This is an optimization exercise on Yosys and OpenROAD, whose aim is small area, a short achievable clock period and few clock cycles, not a production implementation. Function was checked by simulation only, so behaviour that the tests miss may differ from the original.

==> design.v <==
module sv_fp_mul (
    input  wire [31:0] a,
    input  wire [31:0] b,
    output reg  [31:0] y
);
    wire        sy = a[31] ^ b[31];
    wire [7:0]  ea = a[30:23];
    wire [7:0]  eb = b[30:23];
    wire        a_hid = |ea;
    wire        b_hid = |eb;
    wire        a_fz = ~|a[22:0];
    wire        b_fz = ~|b[22:0];
    wire        a_nan  = (&ea) & ~a_fz;
    wire        b_nan  = (&eb) & ~b_fz;
    wire        a_inf  = (&ea) & a_fz;
    wire        b_inf  = (&eb) & b_fz;
    wire        a_zero = ~a_hid & a_fz;
    wire        b_zero = ~b_hid & b_fz;
    wire [23:0] ma = {a_hid, a[22:0]};
    wire [23:0] mb = {b_hid, b[22:0]};
    wire [47:0] prod = ma * mb;
    reg  [4:0]  lza, lzb, tza, tzb;
    integer     i;
    always @(*) begin
        lza = 5'd0; lzb = 5'd0; tza = 5'd23; tzb = 5'd23;
        for (i = 0; i < 23; i = i + 1) begin
            if (a[i]) lza = 5'd23 - i[4:0];
            if (b[i]) lzb = 5'd23 - i[4:0];
        end
        if (a_hid) lza = 5'd0;
        if (b_hid) lzb = 5'd0;
        for (i = 23; i >= 0; i = i - 1) begin
            if (ma[i]) tza = i[4:0];
            if (mb[i]) tzb = i[4:0];
        end
    end
    wire signed [10:0] xa = {3'b000, ea[7:1], ea[0] | ~a_hid};
    wire signed [10:0] xb = {3'b000, eb[7:1], eb[0] | ~b_hid};
    wire signed [10:0] K  = xa + xb - 11'sd127;
    wire signed [10:0] lz = {6'd0, lza} + {6'd0, lzb};
    wire               nrm = K > lz;
    wire signed [10:0] S1 = nrm ? (lz + 11'sd1) : K;
    wire signed [10:0] rs = 11'sd24 - S1;          
    wire [5:0]         rs6 = (rs > 11'sd49) ? 6'd63 : rs[5:0];
    wire [48:0]        pw  = {prod, 1'b0};
    wire [25:0]        win = pw >> rs6;            
    wire signed [10:0] tz = {6'd0, tza} + {6'd0, tzb};
    wire               st22 = (tz + S1) < 11'sd23;
    wire               st23 = (tz + S1) < 11'sd24;
    wire signed [10:0] E1 = K - S1 + 11'sd1;       
    wire        top = win[25];
    wire [22:0] man = top ? win[24:2] : win[23:1];
    wire        g   = top ? win[1] : win[0];
    wire        st  = top ? (win[0] | st23) : st22;
    wire [7:0]  e_field = top ? (E1[7:0] + 8'd1) : (win[24] ? E1[7:0] : 8'd0);
    wire        ovf = top ? (E1 >= 11'sd254) : (E1 >= 11'sd255);
    wire        rnd = g & (st | man[0]);
    wire [30:0] mag = {e_field, man} + {30'd0, rnd};
    always @(*) begin
        if (a_nan || b_nan || (a_inf && b_zero) || (b_inf && a_zero))
            y = 32'h7FC00000;
        else if (a_inf || b_inf)
            y = {sy, 8'hFF, 23'd0};
        else if (a_zero || b_zero)
            y = {sy, 31'd0};
        else if (ovf)
            y = {sy, 8'hFF, 23'd0};
        else
            y = {sy, mag};
    end
endmodule
module sv_fp_add (
    input  wire [31:0] a,
    input  wire [31:0] b,
    input  wire        sub,
    output reg  [31:0] y
);
    wire        sa = a[31];
    wire        sb = b[31] ^ sub;
    wire [7:0]  ea = a[30:23];
    wire [7:0]  eb = b[30:23];
    wire        a_emax = &ea;
    wire        b_emax = &eb;
    wire        a_fz = ~|a[22:0];
    wire        b_fz = ~|b[22:0];
    wire        a_nan = a_emax & ~a_fz;
    wire        b_nan = b_emax & ~b_fz;
    wire        a_inf = a_emax & a_fz;
    wire        b_inf = b_emax & b_fz;
    wire        eff_sub = sa ^ sb;
    wire        a_hid = |ea;
    wire        b_hid = |eb;
    wire [7:0]  xa = {ea[7:1], ea[0] | ~a_hid};
    wire [7:0]  xb = {eb[7:1], eb[0] | ~b_hid};
    wire [7:0]  dab = xa - xb;
    wire [7:0]  dba = xb - xa;
    wire        swap = b[30:0] > a[30:0];
    wire [23:0] mp = swap ? {b_hid, b[22:0]} : {a_hid, a[22:0]};
    wire [23:0] mq = swap ? {a_hid, a[22:0]} : {b_hid, b[22:0]};
    wire [7:0]  ep = swap ? xb : xa;
    wire [7:0]  d  = swap ? dba : dab;
    wire        sp = swap ? sb : sa;
    wire        dbig = |d[7:5];
    wire [26:0] qsh = {mq, 3'b000} >> d[4:0];
    reg  [23:0] lowmask;
    integer     i;
    always @(*) begin
        for (i = 0; i < 24; i = i + 1)
            lowmask[i] = dbig | ({3'b000, d[4:0]} > (i + 3));
    end
    wire        st_al = |(mq & lowmask);
    wire [26:0] qal = dbig ? 27'd0 : qsh;
    wire [27:0] qx  = {1'b0, qal[26:1], qal[0] | st_al};
    wire [27:0] px  = {1'b0, mp, 3'b000};
    wire [27:0] sum = eff_sub ? (px - qx) : (px + qx);
    reg  [26:0] marker;
    always @(*) begin
        for (i = 0; i < 27; i = i + 1)
            marker[i] = ({1'b0, ep} == (9'd27 - i));
    end
    wire [31:0] lzin = {sum[26:0] | marker, 5'b10000};
    wire [15:0] l16 = (|lzin[31:16]) ? lzin[31:16] : lzin[15:0];
    wire        z4  = ~|lzin[31:16];
    wire [7:0]  l8  = (|l16[15:8]) ? l16[15:8] : l16[7:0];
    wire        z3  = ~|l16[15:8];
    wire [3:0]  l4  = (|l8[7:4]) ? l8[7:4] : l8[3:0];
    wire        z2  = ~|l8[7:4];
    wire [1:0]  l2  = (|l4[3:2]) ? l4[3:2] : l4[1:0];
    wire        z1  = ~|l4[3:2];
    wire        z0  = ~l2[1];
    wire [4:0]  lz  = {z4, z3, z2, z1, z0};
    wire [26:0] nsh = sum[26:0] << lz;
    wire [26:0] mn  = sum[27] ? {sum[27:2], sum[1] | sum[0]} : nsh;
    wire [8:0]  en  = sum[27] ? ({1'b0, ep} + 9'd1) : ({1'b0, ep} - {4'd0, lz});
    wire [7:0]  e_field = mn[26] ? en[7:0] : 8'd0;
    wire        rnd = mn[2] & (mn[1] | mn[0] | mn[3]);
    wire [30:0] mag = {e_field, mn[25:3]} + {30'd0, rnd};
    wire        mag_eq = (a[30:0] == b[30:0]);
    wire        zero_res = mag_eq & (eff_sub | ~|a[30:0]);
    wire        ovf = sum[27] & (&ep[7:1]);    
    always @(*) begin
        if (a_nan || b_nan || (a_inf && b_inf && eff_sub))
            y = 32'h7FC00000;
        else if (a_inf)
            y = a;
        else if (b_inf)
            y = {sb, b[30:0]};
        else if (zero_res)
            y = {sa & sb, 31'd0};
        else if (ovf)
            y = {sp, 8'hFF, 23'd0};
        else
            y = {sp, mag};
    end
endmodule
module sv_fp_recip_step (
    input  wire [24:0] rem,
    input  wire [22:0] frac,
    output wire [24:0] rem_o,
    output wire [1:0]  q
);
    wire [24:0] mv = {2'b01, frac};
    wire [24:0] d1 = rem - mv;
    wire        q1 = ~d1[24];                   
    wire [24:0] r1 = q1 ? {d1[23:0], 1'b0} : {rem[23:0], 1'b0};
    wire [24:0] d2 = r1 - mv;
    wire        q2 = ~d2[24];
    assign rem_o = q2 ? {d2[23:0], 1'b0} : {r1[23:0], 1'b0};
    assign q = {q1, q2};
endmodule
module sv_fp_recip (
    input  wire [7:0]  ev,
    input  wire        q0,
    input  wire [25:0] q,
    input  wire        rem_nz,
    output reg  [31:0] y
);
    wire [27:0] qq = {q0, q, 1'b0};
    reg [27:0] pn;
    reg [27:0] pd;
    reg signed [9:0] e;
    reg [3:0]  rsh;
    reg        st;
    reg [7:0]  e_field;
    reg        rnd;
    reg [30:0] mag;
    integer    k;
    always @(*) begin
        st = rem_nz;
        if (qq[27]) begin
            pn = qq;
            e  = 10'sd254 - $signed({2'b0, ev});
        end else begin
            pn = {qq[26:0], 1'b0};
            e  = 10'sd253 - $signed({2'b0, ev});
        end
        pd = pn;
        rsh = 4'd0;
        e_field = 8'd0;
        if (e >= 10'sd1) begin
            e_field = e[7:0];
        end else begin
            rsh = (e < -10'sd12) ? 4'd13 : (4'd1 - e[3:0]);
            pd = pn >> rsh;
            for (k = 0; k < 28; k = k + 1)
                if ((k < rsh) && pn[k]) st = 1'b1;
        end
        rnd = pd[3] & ((|pd[2:0]) | st | pd[4]);
        mag = {e_field, pd[26:4]} + {30'd0, rnd};
        y = (ev == 8'hFF) ? 32'd0 : {1'b0, mag};
    end
endmodule
module sv_core (
    input  wire        clk,
    input  wire        rst,
    input  wire        cmd_valid,
    output wire        cmd_ready,
    input  wire [1:0]  cmd_op,
    input  wire [31:0] cmd_x,
    input  wire [31:0] cmd_g,
    input  wire [31:0] cmd_k,
    output reg         rsp_valid,
    output wire [7:0]  rsp_status,
    output wire [31:0] rsp_lp,
    output wire [31:0] rsp_hp,
    output wire [31:0] rsp_bp
);
    localparam OP_PROCESS = 2'd0;
    localparam OP_RESET   = 2'd1;
    localparam OP_SETCOEF = 2'd2;
    localparam [31:0] ONE    = 32'h3F800000;    
    localparam [31:0] G_RST  = 32'h3F800000;    
    localparam [31:0] GK_RST = 32'h40400000;    
    localparam [31:0] D_RST  = 32'h3E800000;    
    localparam [7:0]  K_MIN_E = 8'h77;          
    localparam [3:0] IDLE = 4'd0, R  = 4'd1,
                     S1 = 4'd2, S2 = 4'd3, S3 = 4'd4, S4 = 4'd5,
                     S5 = 4'd6, S6 = 4'd7, S7 = 4'd8,
                     C1 = 4'd9, C2 = 4'd10, C3 = 4'd11, DV = 4'd12, DR = 4'd13;
    reg  [3:0]  state;
    reg  [3:0]  cnt;
    reg  [31:0] g, gk, d;
    reg  [31:0] s1, s2;
    reg  [31:0] xr, mr, ar, bpr;
    reg  [24:0] rem;
    reg         st_inv, st_ill;
    assign cmd_ready  = (state == IDLE) || (state == R);
    assign rsp_status = {5'd0, st_ill, 1'b0, st_inv};
    assign rsp_lp = ar;
    assign rsp_hp = xr;
    assign rsp_bp = bpr;
    wire acc = cmd_valid && cmd_ready;
    reg  [31:0] mul_a, mul_b, add_a, add_b;
    reg         add_sub;
    wire [31:0] mul_y, add_y;
    sv_fp_mul u_mul (.a(mul_a), .b(mul_b), .y(mul_y));
    sv_fp_add u_add (.a(add_a), .b(add_b), .sub(add_sub), .y(add_y));
    always @(*) begin
        case (state)
            IDLE, R: begin mul_a = gk; mul_b = s1;  end
            S3:      begin mul_a = d;  mul_b = ar;  end
            S4, S5:  begin mul_a = g;  mul_b = xr;  end
            default: begin mul_a = g;  mul_b = ar;  end
        endcase
        add_sub = 1'b0;
        case (state)
            S1:      begin add_a = xr; add_b = mr; add_sub = 1'b1; end
            S2:      begin add_a = ar; add_b = s2; add_sub = 1'b1; end
            S5:      begin add_a = mr; add_b = s1; end
            S7:      begin add_a = mr; add_b = s2; end
            C1:      begin add_a = xr; add_b = g;  end
            C3:      begin add_a = mr; add_b = ONE; end
            default: begin add_a = ar; add_b = mr; end    
        endcase
    end
    wire [24:0] rem_in = (cnt == 4'd0) ? ((ar[22:0] == 23'd0) ? 25'd0 : 25'h1000000) : rem;
    wire [24:0] rem_nx;
    wire [1:0]  qb;
    wire [31:0] d_rnd;
    sv_fp_recip_step u_step (.rem(rem_in), .frac(ar[22:0]), .rem_o(rem_nx), .q(qb));
    sv_fp_recip      u_rnd  (.ev(ar[30:23]), .q0(ar[22:0] == 23'd0), .q(d[25:0]),
                             .rem_nz(rem != 25'd0), .y(d_rnd));
    wire g_ok = !cmd_g[31] && (cmd_g[30:23] != 8'hFF) && (cmd_g[30:0] != 31'd0);
    wire k_ok = !cmd_k[31] && (cmd_k[30:23] != 8'hFF) && (cmd_k[30:23] >= K_MIN_E);
    wire coef_ok = g_ok && k_ok;
    always @(posedge clk) begin
        if (rst) begin
            state <= IDLE;
            cnt <= 4'd0;
            g <= G_RST; gk <= GK_RST; d <= D_RST;
            s1 <= 32'd0; s2 <= 32'd0;
            xr <= 32'd0; ar <= 32'd0; bpr <= 32'd0;
            rem <= 25'd0;
            rsp_valid <= 1'b0;
            st_inv <= 1'b0; st_ill <= 1'b0;
        end else begin
            rsp_valid <= 1'b0;
            case (state)
                S1: state <= S2;
                S2: state <= S3;
                S3: state <= S4;
                S4: state <= S5;
                S5: state <= S6;
                S6: state <= S7;
                S7: begin state <= R; rsp_valid <= 1'b1; st_inv <= 1'b0; st_ill <= 1'b0; end
                C1: state <= C2;
                C2: state <= C3;
                C3: begin state <= DV; cnt <= 4'd0; end
                DV: begin
                    cnt <= cnt + 4'd1;
                    if (cnt == 4'd12) state <= DR;
                end
                DR: state <= IDLE;
                default: begin    
                    state <= IDLE;
                    if (cmd_valid) begin
                        rsp_valid <= (cmd_op != OP_PROCESS);
                        st_inv <= (cmd_op == OP_SETCOEF) && !coef_ok;
                        st_ill <= (cmd_op == 2'd3);
                        if (cmd_op == OP_PROCESS) state <= S1;
                        if (cmd_op == OP_SETCOEF && coef_ok) state <= C1;
                    end
                end
            endcase
            if (cmd_ready)
                xr <= (cmd_op == OP_SETCOEF) ? cmd_k : cmd_x;
            else if (state == S3)
                xr <= mul_y;
            case (state)
                S1, S2, S7, C1, C3: ar <= add_y;
                S5: begin ar <= add_y; bpr <= add_y; end
                default: ;
            endcase
            if (state == S6) s1 <= add_y;
            if (state == R)  s2 <= add_y;
            if (acc && cmd_op == OP_RESET) begin
                s1 <= 32'd0;
                s2 <= 32'd0;
            end
            if (acc && cmd_op == OP_SETCOEF && coef_ok) g <= cmd_g;
            if (state == C1) gk <= add_y;
            if (state == DV) begin
                rem <= rem_nx;
                d <= {d[29:0], qb};
            end
            if (state == DR) d <= d_rnd;
        end
    end
    always @(posedge clk) mr <= mul_y;
endmodule
==> run.sh <==
#!/bin/bash
# synth_recipe.tcl (not shown) runs the flow's synth.tcl, then flattens the netlist and writes it again
# the make line also repeats each setting of config.mk as NAME=value (left out here)
make -C /OpenROAD-flow-scripts/flow DESIGN_CONFIG=/design/flow/config.mk WORK_HOME=/design/flow/orfs CLKGATE_MAP_FILE= SYNTH_SCRIPT=/design/flow/synth_recipe.tcl finish
==> config.mk <==
export PLATFORM = sky130hd
export DESIGN_NAME = sv_core
export DESIGN_NICKNAME = sv_core
export VERILOG_FILES = /design/flow/design.v
export SDC_FILE = /design/flow/constraint.sdc
export NUM_CORES = 4
export LEC_CHECK = 0
export CAP_MARGIN = 20
export CORE_MARGIN = 2
export CORE_UTILIZATION = 40
export SLEW_MARGIN = 20
==> constraint.sdc <==
create_clock -name core_clock -period 24.0 [get_ports {clk}]
set_input_delay 4.8000 -clock core_clock [delete_from_list [all_inputs] [get_ports {clk}]]
set_output_delay 4.8000 -clock core_clock [all_outputs]
set_load 0.01 [all_outputs]
==> key figures <==
Global routing
  • Largest net degree at the start of global routing: 86
  • GRT Overall Usage: between 30% and 40%
  • First-pass GRT wire length: between 400000 and 500000 um
  • Initial antenna violation count: 30
  • Grt ovf: 0
  • Vias in the first global route: 61600

Timing
  • Slew @ Worst Pin: between 1 and 1.5 ns
  • Final setup viols: 0
  • Setup_tns: 0 ns
  • Final worst path period share: between 70% and 80%
  • Fmax: between 50 and 60 MHz
  • Max-slew violations: 0
  • Final worst path period need: approximately 18 ns
  • Slew headroom: 13.2%
  • Clk_skew: around 0.027 ns
  • Final Hold Fails: 0
  • RSZ-0062 raised after global routing: no

Clock network
  • CTS clk-pin slew, worst paths: 0.07 ns
  • Longest Clk Path Bufs: 3
  • Worst skew pair latency: ~0.63 ns
  • Hold-fix buffers at CTS: 0
  • CTS tree: built
  • Setup Buffers After CTS: 0
  • Inserted Clock Buffers: 39
  • CTS H-tree lvls: 2
  • Root buf cell: clkbuf_16
  • CTS Sinks: 323
  • Cts repair resizes: 0

Synth
  • Synth top area cells: fa_1 16%, dfxtp_1 11%, ha_1 7.8%, nor2_1 6.4%, nand2_1 6.3%
  • Share of the synthesized area in the top cell type: between 10% and 20%
  • Top-count cell post-synth: nor2_1
  • Cell count after synthesis: between 8000 and 9000
  • Ys async rst share: 0%
  • Synth Flop Type: dfxtp_1
  • Synth unique cells: roughly 130
  • Top cells by count, synth: 1015 x nor2_1, 1006 x nand2_1, 779 x inv_1
  • Syn avg cell area: between 7 and 8 sq um
  • Post-synth EDFFs: 0
  • Post-synthesis sequential area ratio: between 10% and 20%
  • Largest area contributor in the netlist: fa_1
  • Seq cells post-synth: ~320
  • Synth warnings: 4
  • Syn Std Cell Area: approximately 60000 sq um

Drt
  • Vias per cell: 6.48
  • First-iteration detailed-routing DRC count: 8334
  • Avg WL per Cell: around 30 um
  • # DRC: 0
  • Via count: 65500
  • 1st-pass router iterations: 8
  • Remaining antenna violation count: 0
  • Post-Route WL: about 300000 um

Setup path
  • Worst Setup SP: state[2]$_SDFFE_PP0P_
  • CP startpoint kind: flop
  • CP Max Fanout: 64
  • CP Data Required Time: approximately 24 ns
  • Crit Path Class: reg2reg
  • Reg2Reg Launch Point: state[2]$_SDFFE_PP0P_
  • CP max-delay cell: a221o_1
  • Cell mode on critical path: inv_1
  • Arrival time worst endpoint: about 19 ns
  • Worst Setup End Kind: flop
  • Slowest Stage Delay on Critical Path: between 1 and 1.5 ns

Run status
  • Status: complete, no violations

Worst hold path
  • Hold path startpoint: bpr[16]$_SDFFE_PP0N_
  • HP Class: reg2reg

Floorplanning
  • Core area: about 150000 sq um
  • I/O pin total: slightly above 200
  • Die ar.: about 150000 sq um
  • Die width: between 300 and 400 um
  • Site Rows: 141
  • Initial Util: a little over 40%
  • Chip height: 391 um

Placed design
  • I/O Buffers: 200
  • DPL Wire Length: roughly 240000 um
  • Final weighted congestion in routability-driven placement: 1.10

Cells and area
  • Layout cells sized above 1: 7.33%
  • Multi-input gate area: just under 50000 sq um
  • Sequential Area: 6470 sq um
  • Fin util: between 40% and 50%
  • Final nets: ~9100
  • Fillers: approximately 15000
  • Synthesis-to-finish area growth: 9.95%

Flow run
  • Maxcap violations: 0
[critical path: cells and delay by family (launching register included)]
kind | cells | cell delay [ns]
AOI/OAI and AO/OA | 15 | 6.33
xor gates and xnor gates | 1 | 0.23
adders and majority gates | 9 | 4.16
buffers and inverters | 12 | 2.81
DFF | 1 | 0.56
muxes | 1 | 0.58
and+or+nand+nor | 11 | 3.18
[final timing paths]
| kind | cells after the start | to | slack, ns |
|---|---|---|---|
| worst max register to register | 49 | xr[22]$_SDFFE_PP0N_ | 5.90 |
| worst min register to register | 2 | bpr[16]$_SDFFE_PP0N_ | 0.46 |
| worst max-delay path | 49 | xr[22]$_SDFFE_PP0N_ | 5.90 |
| worst min-delay path | 2 | bpr[16]$_SDFFE_PP0N_ | 0.46 |
[cells in the final DEF, fill, tap and decap left out, drive strengths merged, types with 43 or more instances in the layout]
cell / instances
nand2: 1009
a22oi: 55
o22ai: 79
nand2b: 55
buf: 242
ha: 375
clkdlybuf4s50: 199
nor2: 1018
a221oi: 114
a21boi: 43
a21o: 77
dfxtp: 323
nor3: 185
a21oi: 621
a221o: 47
o211ai: 63
o21ai: 401
inv: 790
xor2: 76
xnor2: 165
nand3: 172
mux2: 55
or2: 44
a211oi: 162
a31oi: 56
clkbuf: 52
mux2i: 295
and2: 62
o21a: 57
nor4: 58
nand4: 71
and3: 67
fa: 492
[sequential cells by signal, indices dropped and copies added, names as in the netlist]
signal,flops
rsp_valid,1
s1,32
g,32
state,4
xr,32
bpr,32
st_ill,1
ar,32
gk,32
rem,24
cnt,4
mr,32
d,32
st_inv,1
s2,32
[routing by layer]
layer	vias up	routed length [um]	global-route usage [%]
met2	4104	124000	55.4
met1	32000	125000	51.9
met5	-	244	0.0957
met3	867	36900	12.2
li1	28500	-	-
met4	36	18700	19.8
[logic make-up after synthesis]
logic type	after synthesis	synth area share [%]
AOI/OAI and AO/OA	2164	24.2
muxes	367	6.62
buffers and inverters	1321	8.68
xor gates and xnor gates	241	3.54
adders and majority gates	867	24.3
DFF	323	10.8
and+or+nand+nor	2906	21.9
other	1	0.00626
[through the flow]
| stage | std cells | cell area [sq um] | worst slack [ns] | hold WS, ns |
|---|---|---|---|---|
| 2_1_floorplan | 8195 | 59900 | 9.68 | 0.428 |
| 3_3_place_gp | 10000 | 64400 | 6.07 | 0.442 |
| 3_5_place_dp | 10000 | 64400 | 6.49 | 0.448 |
| 4_1_cts | 10100 | 65800 | 6.35 | 0.458 |
| 5_1_grt | 10100 | 65800 | 5.14 | 0.475 |
| 6_report | 10100 | 65900 | 5.90 | 0.461 |
[layout make-up]
class / instances / area share (%)
clock inverter: 19 / 0.416
multi-input combinational: 6551 / 74.1
antenna: 9 / 0.0342
inverter: 790 / 4.51
tap: 1930 / 3.67
clock buffer: 51 / 1.66
sequential: 323 / 9.83
timing repair buffer: 442 / 5.80
Testbench counts, summed over its fixed seeds: cycles 53,018.

## separate check: timing with driven ports
The flow's constraints put no driver on any port. The routed layout listed below was extracted and timed again, unchanged, in two steps.
Step 1 assumes that a clkbuf_16 drives the clock port and a buf_2 every other input.
Step 2 also shifts input and output timing later by t, the mid clock arrival at the registers, as if the neighbouring blocks saw the same clock.
Slacks: ideal ports / drivers / drivers and shift; pairs: ideal ports / drivers.
t (ns): 0.698
slack for setup (ns): 5.905 / 5.905 / 5.905
worst data-port slew with drivers (ns): 0.08
After both steps this run still meets setup and hold. The setup slack of this run moves by 0.000 ns with the drivers and by 0.000 ns with both steps.
